Background: an optimization exercise with open tools, aiming at small area, a short achievable clock period and few clock cycles per item. Do not read the settings as production practice. The RTL was checked by simulation tests, not by an equivalence proof against the original design. No activity file was given, so power comes from the tool's default toggle rates.

## job 101
// bac_encoder
module bac_encoder (
    input  wire       clk,
    input  wire       rst,
    input  wire       in_valid,
    output wire       in_ready,
    input  wire [1:0] in_kind,
    input  wire [7:0] in_byte,
    output wire       out_valid,
    input  wire       out_ready,
    output wire [7:0] out_byte
);
clock: 16.0 ns
lec_check: 0
cap_margin: 20
core_margin: 2
core_utilization: 65
cts_cluster_diameter: 100
cts_cluster_size: 20
gpl_routability_driven: 1
gpl_timing_driven: 1
place_density: 0.8
setup_slack_margin: 5
slew_margin: 20
tns_end_percent: 100
standard.sh (not shown) runs the stock make flow with config.mk's settings and CLKGATE_MAP_FILE= SYNTH_SCRIPT=/design/flow/synth_recipe.tcl, a recipe that flattens the netlist after the stock synthesis.
==> flow/flow/run.sh <==
#!/bin/bash
# Own layout flow.
#  1. the standard synthesis, unchanged (standard.sh synth).
#  2. The netlist's combinational logic is mapped again, region by region
#     (flow/regions.py, flow/remap.sh), each region handed to ABC on its own
#     so that it is mapped against its own critical path rather than the
#     whole design's:
#       - the cells feeding the coder's interval registers, the rest of the
#         coder, and the divider: cells (full/half adders too) turned into
#         their logic functions and mapped with a delay-driven script
#         (flow/resyn.abc: structural choices, mapping against a 5 ns target
#         with the library's load-dependent delays, buffering and sizing;
#         flow/resyn_loop.abc, a 4.5 ns target, for the interval registers);
#       - the table and the rest keep the standard mapping.
#     The registers keep their instance names and cell types, as do the tie
#     cells.
#  3. The rest of the standard flow (standard.sh finish) with
#     SETUP_SLACK_MARGIN raised, so that repair_timing works on every path
#     longer than (clock period - margin).  Clock period and constraints are
#     the standard flow's.
# Each tool's output goes to a log file of its own in this folder.
set -euo pipefail
MARGIN=${MARGIN:-8}
bash standard.sh synth > flow_synth.log 2>&1

R=orfs/results/${FLOW_PLATFORM:-sky130hd}/bac_encoder/base
LIB=$FLOW_HOME/platforms/sky130hd/lib/sky130_fd_sc_hd__tt_025C_1v80.lib
YOSYS=$FLOW_HOME/../tools/install/yosys/bin/yosys
[[ -x $YOSYS ]] || YOSYS=yosys
TOP=${FLOW_TOP:-bac_encoder}
cp $R/1_2_yosys.v $R/1_2_yosys_standard.v
mkdir -p regions
printf 'set_driving_cell sky130_fd_sc_hd__buf_1\nset_load 5\n' > regions/abc.constr
python3 flow/regions.py $LIB $R/1_2_yosys_standard.v $TOP regions \
  "$(cat flow/region0.txt)" '^\\u_coder\.' '^\\u_div\.' '^\\u_table\.' > flow_regions.log 2>&1
SCRIPT_r0=$PWD/flow/resyn_loop.abc bash flow/remap.sh $LIB $YOSYS regions $TOP "0 1 2" \
  $PWD/flow/resyn.abc $PWD/regions/abc.constr flow/dont_use.txt \
  $R/1_2_yosys.v "3 4" > flow_remap.log 2>&1
rm -f $R/1_synth.odb $R/1_synth.sdc

if grep -q 'SETUP_SLACK_MARGIN=' standard.sh; then
  sed "s/SETUP_SLACK_MARGIN=[^ ']*/SETUP_SLACK_MARGIN=${MARGIN}/" standard.sh > standard_tight.sh
else
  sed "s/CLKGATE_MAP_FILE= /CLKGATE_MAP_FILE= SETUP_SLACK_MARGIN=${MARGIN} /" standard.sh > standard_tight.sh
fi
bash standard_tight.sh finish > flow_layout.log 2>&1
test -f out/final.def
==> flow/flow/remap.sh <==
#!/bin/bash
# usage: remap.sh LIB YOSYS DIR TOP FLATFA_REGIONS ABC_SCRIPT CONSTR DONT_USE_FILE OUT [KEEP_REGIONS]
# Re-maps each region module DIR/r<i>.v with ABC on its own, then merges them
# with DIR/top.v into OUT.  Regions listed in FLATFA_REGIONS (e.g. "0 1") have
# their full/half adder cells turned into logic before mapping too.
set -euo pipefail
LIB=$1; YOSYS=$2; DIR=$3; TOP=$4; FLATFA=$5; SCRIPT=$6; CONSTR=$7; DUF=$8; OUT=$9; KEEPR=${10:-}
DU=""; for c in $(cat $DUF); do DU="$DU -dont_use $c"; done
FAHA="sky130_fd_sc_hd__fa_1 sky130_fd_sc_hd__fa_2 sky130_fd_sc_hd__fa_4 sky130_fd_sc_hd__ha_1 sky130_fd_sc_hd__ha_2 sky130_fd_sc_hd__ha_4"
MODS=""
for f in $DIR/r*.v; do
  r=$(basename $f .v); r=${r#r}
  case " $KEEPR " in *" $r "*) cp $f $DIR/opt_r$r.v; MODS="$MODS $DIR/opt_r$r.v"; continue;; esac
  case " $FLATFA " in *" $r "*) BB="";; *) BB="blackbox $FAHA";; esac
  SC=$SCRIPT; SV=SCRIPT_r$r; [[ -n "${!SV:-}" ]] && SC=${!SV}
  cat > $DIR/opt_r$r.ys <<EOT
read_liberty -ignore_miss_func $LIB
$BB
read_verilog $f
hierarchy -top ${TOP}_r$r
flatten
opt_clean
abc -script $SC -liberty $LIB $DU -constr $CONSTR
opt_clean -purge
hilomap -singleton -hicell sky130_fd_sc_hd__conb_1 HI -locell sky130_fd_sc_hd__conb_1 LO
tee -q -o $DIR/opt_r$r.stat stat -liberty $LIB
write_verilog -noattr -noexpr -nohex -nodec $DIR/opt_r$r.v
EOT
  $YOSYS -q -l $DIR/opt_r$r.log -s $DIR/opt_r$r.ys > /dev/null 2>&1 &
  MODS="$MODS $DIR/opt_r$r.v"
done
wait
cat > $DIR/merge.ys <<EOT
read_liberty -lib $LIB
read_verilog $DIR/top.v $MODS
hierarchy -top $TOP
flatten
opt_clean -purge
insbuf -buf sky130_fd_sc_hd__buf_4 A X
tee -q -o $DIR/merge.stat stat -liberty $LIB
write_verilog -noattr -noexpr -nohex -nodec $OUT
EOT
$YOSYS -q -l $DIR/merge.log -s $DIR/merge.ys > /dev/null 2>&1
grep "Chip area" $DIR/merge.stat
==> flow/flow/resyn_loop.abc <==
strash
dch -f
map -D 4500
topo
buffer -c -N 6
upsize -D 4500
dnsize -D 4500
stime -p
Other scripts of this flow, unchanged in this note and not shown: flow/flow/dont_use.txt, flow/flow/region0.txt, flow/flow/regions.py, flow/flow/resyn.abc
Testbench counts of job 101, summed over its fixed seeds: cycles 10,962, symbols 10,794.
Here is what was changed in the inputs of job 102 compared with job 101.
Settings: a change of PLACE_DENSITY from 0.8 to 0.75; a change of CORE_UTILIZATION from 65 to 60.
==> flow/flow/run.sh <==
#!/bin/bash
# Own layout flow.
#  1. the standard synthesis, unchanged (standard.sh synth).
#  2. The combinational logic of that netlist is mapped again, region by
#     region (flow/regions.py, flow/remap.sh): the cells feeding the coder's
#     interval registers, the rest of the coder, the divider and the table
#     are each handed to ABC on their own, cells (full/half adders too)
#     turned into their logic functions, with a delay-driven script
#     (flow/resyn.abc: structural choices, then mapping against a 5 ns
#     target with the library's load-dependent delays, buffering and
#     sizing).  The registers keep their instance names and cell types, as
#     do the tie cells.
#  3. The rest of the standard flow (standard.sh finish) with
#     SETUP_SLACK_MARGIN raised, so that repair_timing works on every path
#     longer than (clock period - margin).  Clock period and constraints are
#     the standard flow's.
# Each tool's output goes to a log file of its own in this folder.
set -euo pipefail
MARGIN=${MARGIN:-9.5}
bash standard.sh synth > flow_synth.log 2>&1

R=orfs/results/${FLOW_PLATFORM:-sky130hd}/bac_encoder/base
LIB=$FLOW_HOME/platforms/sky130hd/lib/sky130_fd_sc_hd__tt_025C_1v80.lib
YOSYS=$FLOW_HOME/../tools/install/yosys/bin/yosys
[[ -x $YOSYS ]] || YOSYS=yosys
TOP=${FLOW_TOP:-bac_encoder}
cp $R/1_2_yosys.v $R/1_2_yosys_standard.v
mkdir -p regions
printf 'set_driving_cell sky130_fd_sc_hd__buf_1\nset_load 5\n' > regions/abc.constr
python3 flow/regions.py $LIB $R/1_2_yosys_standard.v $TOP regions \
  "$(cat flow/region0.txt)" '^\\u_coder\.' '^\\u_div\.' '^\\u_table\.' > flow_regions.log 2>&1
bash flow/remap.sh $LIB $YOSYS regions $TOP "0 1 2 3" $PWD/flow/resyn.abc \
  $PWD/regions/abc.constr flow/dont_use.txt $R/1_2_yosys.v "4" > flow_remap.log 2>&1
rm -f $R/1_synth.odb $R/1_synth.sdc

if grep -q 'SETUP_SLACK_MARGIN=' standard.sh; then
  sed "s/SETUP_SLACK_MARGIN=[^ ']*/SETUP_SLACK_MARGIN=${MARGIN}/" standard.sh > standard_tight.sh
else
  sed "s/CLKGATE_MAP_FILE= /CLKGATE_MAP_FILE= SETUP_SLACK_MARGIN=${MARGIN} /" standard.sh > standard_tight.sh
fi
bash standard_tight.sh finish > flow_layout.log 2>&1
test -f out/final.def
diff --git a/flow/flow/remap.sh b/flow/flow/remap.sh
--- a/flow/flow/remap.sh
+++ b/flow/flow/remap.sh
@@ -13,5 +13,4 @@
   case " $KEEPR " in *" $r "*) cp $f $DIR/opt_r$r.v; MODS="$MODS $DIR/opt_r$r.v"; continue;; esac
   case " $FLATFA " in *" $r "*) BB="";; *) BB="blackbox $FAHA";; esac
-  SC=$SCRIPT; SV=SCRIPT_r$r; [[ -n "${!SV:-}" ]] && SC=${!SV}
   cat > $DIR/opt_r$r.ys <<EOT
 read_liberty -ignore_miss_func $LIB
@@ -21,5 +20,5 @@
 flatten
 opt_clean
-abc -script $SC -liberty $LIB $DU -constr $CONSTR
+abc -script $SCRIPT -liberty $LIB $DU -constr $CONSTR
 opt_clean -purge
 hilomap -singleton -hicell sky130_fd_sc_hd__conb_1 HI -locell sky130_fd_sc_hd__conb_1 LO
removed: flow/flow/resyn_loop.abc
[summary]
Taking job 101 over job 102, the post-CTS setup buffer count ratio works out to 0.063.
Of job 102 and job 101, the run reporting the lower final estimated routing congestion in global placement was job 102.
Job 101 closes out successfully: all stages finished, all timing, DRC and antenna checks passed.
Job 102: it failed with a tool error in global routing, so there are no final results.
Taking job 101 as the reference, in job 102 post-placement worst setup slack now larger, number of cells after detailed placement up 1,120, synthesized cell count went up, detailed-placement wirelength estimate picked up an extra about 5.6%.
Looking only at starting utilization of the core area, and setting everything else aside, the lower value of job 102 and job 101 goes to job 102.
Changes observed in job 102 relative to job 101: total cell area at the placement stage has remained practically unchanged, post-synth design cell area shows no meaningful change.
Relative to job 102, the following input files were edited for job 103:
==> flow/flow/run.sh <==
#!/bin/bash
# Own layout flow.
#  1. the standard synthesis, unchanged (standard.sh synth).
#  2. The netlist's combinational logic is mapped again, region by region
#     (flow/regions.py, flow/remap.sh), each region handed to ABC on its own
#     so that it is mapped against its own critical path rather than the
#     whole design's:
#       - the cells feeding the coder's interval registers, the rest of the
#         coder, and the divider: cells (full/half adders too) turned into
#         their logic functions and mapped with a delay-driven script
#         (flow/resyn.abc: structural choices, mapping against a 5 ns target
#         with the library's load-dependent delays, buffering and sizing);
#       - the table and the rest keep the standard mapping.
#     The registers keep their instance names and cell types, as do the tie
#     cells.
#  3. The rest of the standard flow (standard.sh finish) with
#     SETUP_SLACK_MARGIN raised, so that repair_timing works on every path
#     longer than (clock period - margin).  Clock period and constraints are
#     the standard flow's.
# Each tool's output goes to a log file of its own in this folder.
set -euo pipefail
MARGIN=${MARGIN:-7.5}
bash standard.sh synth > flow_synth.log 2>&1

R=orfs/results/${FLOW_PLATFORM:-sky130hd}/bac_encoder/base
LIB=$FLOW_HOME/platforms/sky130hd/lib/sky130_fd_sc_hd__tt_025C_1v80.lib
YOSYS=$FLOW_HOME/../tools/install/yosys/bin/yosys
[[ -x $YOSYS ]] || YOSYS=yosys
TOP=${FLOW_TOP:-bac_encoder}
cp $R/1_2_yosys.v $R/1_2_yosys_standard.v
mkdir -p regions
printf 'set_driving_cell sky130_fd_sc_hd__buf_1\nset_load 5\n' > regions/abc.constr
python3 flow/regions.py $LIB $R/1_2_yosys_standard.v $TOP regions \
  "$(cat flow/region0.txt)" '^\\u_coder\.' '^\\u_div\.' '^\\u_table\.' > flow_regions.log 2>&1
bash flow/remap.sh $LIB $YOSYS regions $TOP "0 1 2" \
  $PWD/flow/resyn.abc $PWD/regions/abc.constr flow/dont_use.txt \
  $R/1_2_yosys.v "3 4" > flow_remap.log 2>&1
rm -f $R/1_synth.odb $R/1_synth.sdc

if grep -q 'SETUP_SLACK_MARGIN=' standard.sh; then
  sed "s/SETUP_SLACK_MARGIN=[^ ']*/SETUP_SLACK_MARGIN=${MARGIN}/" standard.sh > standard_tight.sh
else
  sed "s/CLKGATE_MAP_FILE= /CLKGATE_MAP_FILE= SETUP_SLACK_MARGIN=${MARGIN} /" standard.sh > standard_tight.sh
fi
bash standard_tight.sh finish > flow_layout.log 2>&1
test -f out/final.def
diff --git a/flow/flow/remap.sh b/flow/flow/remap.sh
--- a/flow/flow/remap.sh
+++ b/flow/flow/remap.sh
@@ -13,4 +13,5 @@
   case " $KEEPR " in *" $r "*) cp $f $DIR/opt_r$r.v; MODS="$MODS $DIR/opt_r$r.v"; continue;; esac
   case " $FLATFA " in *" $r "*) BB="";; *) BB="blackbox $FAHA";; esac
+  SC=$SCRIPT; SV=SCRIPT_r$r; [[ -n "${!SV:-}" ]] && SC=${!SV}
   cat > $DIR/opt_r$r.ys <<EOT
 read_liberty -ignore_miss_func $LIB
@@ -20,5 +21,5 @@
 flatten
 opt_clean
-abc -script $SCRIPT -liberty $LIB $DU -constr $CONSTR
+abc -script $SC -liberty $LIB $DU -constr $CONSTR
 opt_clean -purge
 hilomap -singleton -hicell sky130_fd_sc_hd__conb_1 HI -locell sky130_fd_sc_hd__conb_1 LO
==> comparison <==
Comparing job 103 and job 102, the higher weighted congestion reported at the end of routability-driven placement is on job 102. Looking at job 103 and job 102, the standard cell area after detailed placement is a wash. [compare] base=job 102 new=job 103: number of placed instances with taps included shrank by about 2%; number of placement rows essentially unchanged. Estimated wirelength of the detail-placed design improves in job 103 relative to job 102. Of job 103 and job 102, only job 102 never reached the final stage. Per the comparison of job 103 with job 102, area after synthesis decreased by about 0.33% relative to the old numbers; x dimension of the die did not really move. Cmp job 103 and job 102 / synthesized cell count / lower: job 103.
Here is what was changed in the inputs of job 104 compared with job 103.
Settings: changing CAP_MARGIN from 20 to 10; changing SLEW_MARGIN from 20 to 10.
diff --git a/flow/flow/run.sh b/flow/flow/run.sh
--- a/flow/flow/run.sh
+++ b/flow/flow/run.sh
@@ -10,5 +10,6 @@
 #         their logic functions and mapped with a delay-driven script
 #         (flow/resyn.abc: structural choices, mapping against a 5 ns target
-#         with the library's load-dependent delays, buffering and sizing);
+#         with the library's load-dependent delays, buffering and sizing;
+#         flow/resyn_loop.abc, a 4.5 ns target, for the interval registers);
 #       - the table and the rest keep the standard mapping.
 #     The registers keep their instance names and cell types, as do the tie
@@ -20,5 +21,5 @@
 # Each tool's output goes to a log file of its own in this folder.
 set -euo pipefail
-MARGIN=${MARGIN:-7.5}
+MARGIN=${MARGIN:-8}
 bash standard.sh synth > flow_synth.log 2>&1
 
@@ -33,5 +34,5 @@
 python3 flow/regions.py $LIB $R/1_2_yosys_standard.v $TOP regions \
   "$(cat flow/region0.txt)" '^\\u_coder\.' '^\\u_div\.' '^\\u_table\.' > flow_regions.log 2>&1
-bash flow/remap.sh $LIB $YOSYS regions $TOP "0 1 2" \
+SCRIPT_r0=$PWD/flow/resyn_loop.abc bash flow/remap.sh $LIB $YOSYS regions $TOP "0 1 2" \
   $PWD/flow/resyn.abc $PWD/regions/abc.constr flow/dont_use.txt \
   $R/1_2_yosys.v "3 4" > flow_remap.log 2>&1
==> flow/flow/resyn_loop.abc (new file) <==
strash
dch -f
map -D 4500
topo
buffer -c -N 6
upsize -D 4500
dnsize -D 4500
stime -p
Notes after the runs:
Job 104 vs job 103, share of cell area taken by multi-input logic gates went up by 0.49 points.
Job 103 -> job 104: clock network area share flat
The final reports for job 104 and job 103 show sum of routed wire segments on met1 higher in the former.
The utilization reported for job 104 is greater than that of job 103 by 1.4 points.
Job 104 against job 103: total power rose 5.4%; final cell count rose 1.3%.
Input changes introduced in job 105 (baseline for comparison: job 104):
Settings: PLACE_DENSITY now 0.7, was 0.75; CORE_UTILIZATION now 55, was 60; CAP_MARGIN now 20, was 10; SLEW_MARGIN now 20, was 10.
==> flow/flow/run.sh <==
#!/bin/bash
# Own layout flow.
#  1. the standard synthesis, unchanged (standard.sh synth).
#  2. The combinational logic of that netlist is mapped again, region by
#     region (flow/regions.py, flow/remap.sh): the cells feeding the coder's
#     interval registers, the rest of the coder, the divider and the table
#     are each handed to ABC on their own, cells (full/half adders too)
#     turned into their logic functions, with a delay-driven script
#     (flow/resyn.abc: structural choices, then mapping against a 5 ns
#     target with the library's load-dependent delays, buffering and
#     sizing).  The registers keep their instance names and cell types, as
#     do the tie cells.
#  3. The rest of the standard flow (standard.sh finish) with
#     SETUP_SLACK_MARGIN raised, so that repair_timing works on every path
#     longer than (clock period - margin).  Clock period and constraints are
#     the standard flow's.
# Each tool's output goes to a log file of its own in this folder.
set -euo pipefail
MARGIN=${MARGIN:-7.5}
bash standard.sh synth > flow_synth.log 2>&1

R=orfs/results/${FLOW_PLATFORM:-sky130hd}/bac_encoder/base
LIB=$FLOW_HOME/platforms/sky130hd/lib/sky130_fd_sc_hd__tt_025C_1v80.lib
YOSYS=$FLOW_HOME/../tools/install/yosys/bin/yosys
[[ -x $YOSYS ]] || YOSYS=yosys
TOP=${FLOW_TOP:-bac_encoder}
cp $R/1_2_yosys.v $R/1_2_yosys_standard.v
mkdir -p regions
printf 'set_driving_cell sky130_fd_sc_hd__buf_1\nset_load 5\n' > regions/abc.constr
python3 flow/regions.py $LIB $R/1_2_yosys_standard.v $TOP regions \
  "$(cat flow/region0.txt)" '^\\u_coder\.' '^\\u_div\.' '^\\u_table\.' > flow_regions.log 2>&1
bash flow/remap.sh $LIB $YOSYS regions $TOP "0 1 2 3" $PWD/flow/resyn.abc \
  $PWD/regions/abc.constr flow/dont_use.txt $R/1_2_yosys.v "4" > flow_remap.log 2>&1
rm -f $R/1_synth.odb $R/1_synth.sdc

if grep -q 'SETUP_SLACK_MARGIN=' standard.sh; then
  sed "s/SETUP_SLACK_MARGIN=[^ ']*/SETUP_SLACK_MARGIN=${MARGIN}/" standard.sh > standard_tight.sh
else
  sed "s/CLKGATE_MAP_FILE= /CLKGATE_MAP_FILE= SETUP_SLACK_MARGIN=${MARGIN} /" standard.sh > standard_tight.sh
fi
bash standard_tight.sh finish > flow_layout.log 2>&1
test -f out/final.def
diff --git a/flow/flow/remap.sh b/flow/flow/remap.sh
--- a/flow/flow/remap.sh
+++ b/flow/flow/remap.sh
@@ -13,5 +13,4 @@
   case " $KEEPR " in *" $r "*) cp $f $DIR/opt_r$r.v; MODS="$MODS $DIR/opt_r$r.v"; continue;; esac
   case " $FLATFA " in *" $r "*) BB="";; *) BB="blackbox $FAHA";; esac
-  SC=$SCRIPT; SV=SCRIPT_r$r; [[ -n "${!SV:-}" ]] && SC=${!SV}
   cat > $DIR/opt_r$r.ys <<EOT
 read_liberty -ignore_miss_func $LIB
@@ -21,5 +20,5 @@
 flatten
 opt_clean
-abc -script $SC -liberty $LIB $DU -constr $CONSTR
+abc -script $SCRIPT -liberty $LIB $DU -constr $CONSTR
 opt_clean -purge
 hilomap -singleton -hicell sky130_fd_sc_hd__conb_1 HI -locell sky130_fd_sc_hd__conb_1 LO
removed: flow/flow/resyn_loop.abc
## What came out
In the route summary, job 105 ends up with a via count below that of job 104. On post-synthesis instance area, job 104 tracks job 105 almost exactly. A worst setup path endpoint of u_table.L[124][14]$_DFFE_PP_ is what job 105 shows, while u_div.dremH[10][15]$_DFFE_PP_ belongs to job 104. Row clock tree skew after final layout: job 105 higher / job 104 lower. Job 105 against job 104: post-cts repair resize count shows a reduction of about 50%; reg-to-reg setup timing slack fell by 580 ps; horizontal extent of the die rose about 4.4%; total non-filler cell area in the finished layout moved down; global routing met2 resource utilization now smaller. Compared with job 104, job 105 shows a lower area added between synthesis and finish. Looking at critical path depth, job 105 sits 43% below job 104. Looking at share of total power in combinational logic across job 105 and job 104, the one that comes out higher is job 104.

-- re-timing with driven ports --
The results above use ideal ports. As a check the final layouts listed here were re-extracted and re-timed, cells and wires unchanged. Step 1, drivers: a clkbuf_16 drives clk and a buf_2 each remaining input, both assumed. Step 2, shift: input delay + t, output delay - t, t = (earliest + latest rising clock arrival at the registers) / 2. This alone moves slack from input paths to output paths. Slacks: ideal ports / drivers / drivers and shift; pairs: ideal ports / drivers.
run | t (ns) | slack for setup (ns) | hold WS [ns]
job 101 | 1.091 | 7.988 / 7.988 / 7.988 | 0.403 / 0.403 / 0.403
job 103 | 1.103 | 7.460 / 7.460 / 7.460 | 0.408 / 0.408 / 0.408
job 104 | 1.073 | 7.794 / 7.794 / 7.794 | 0.407 / 0.407 / 0.407
job 105 | 1.103 | 7.215 / 7.215 / 7.215 | 0.383 / 0.383 / 0.383
After both steps setup and hold are still met in every run listed.
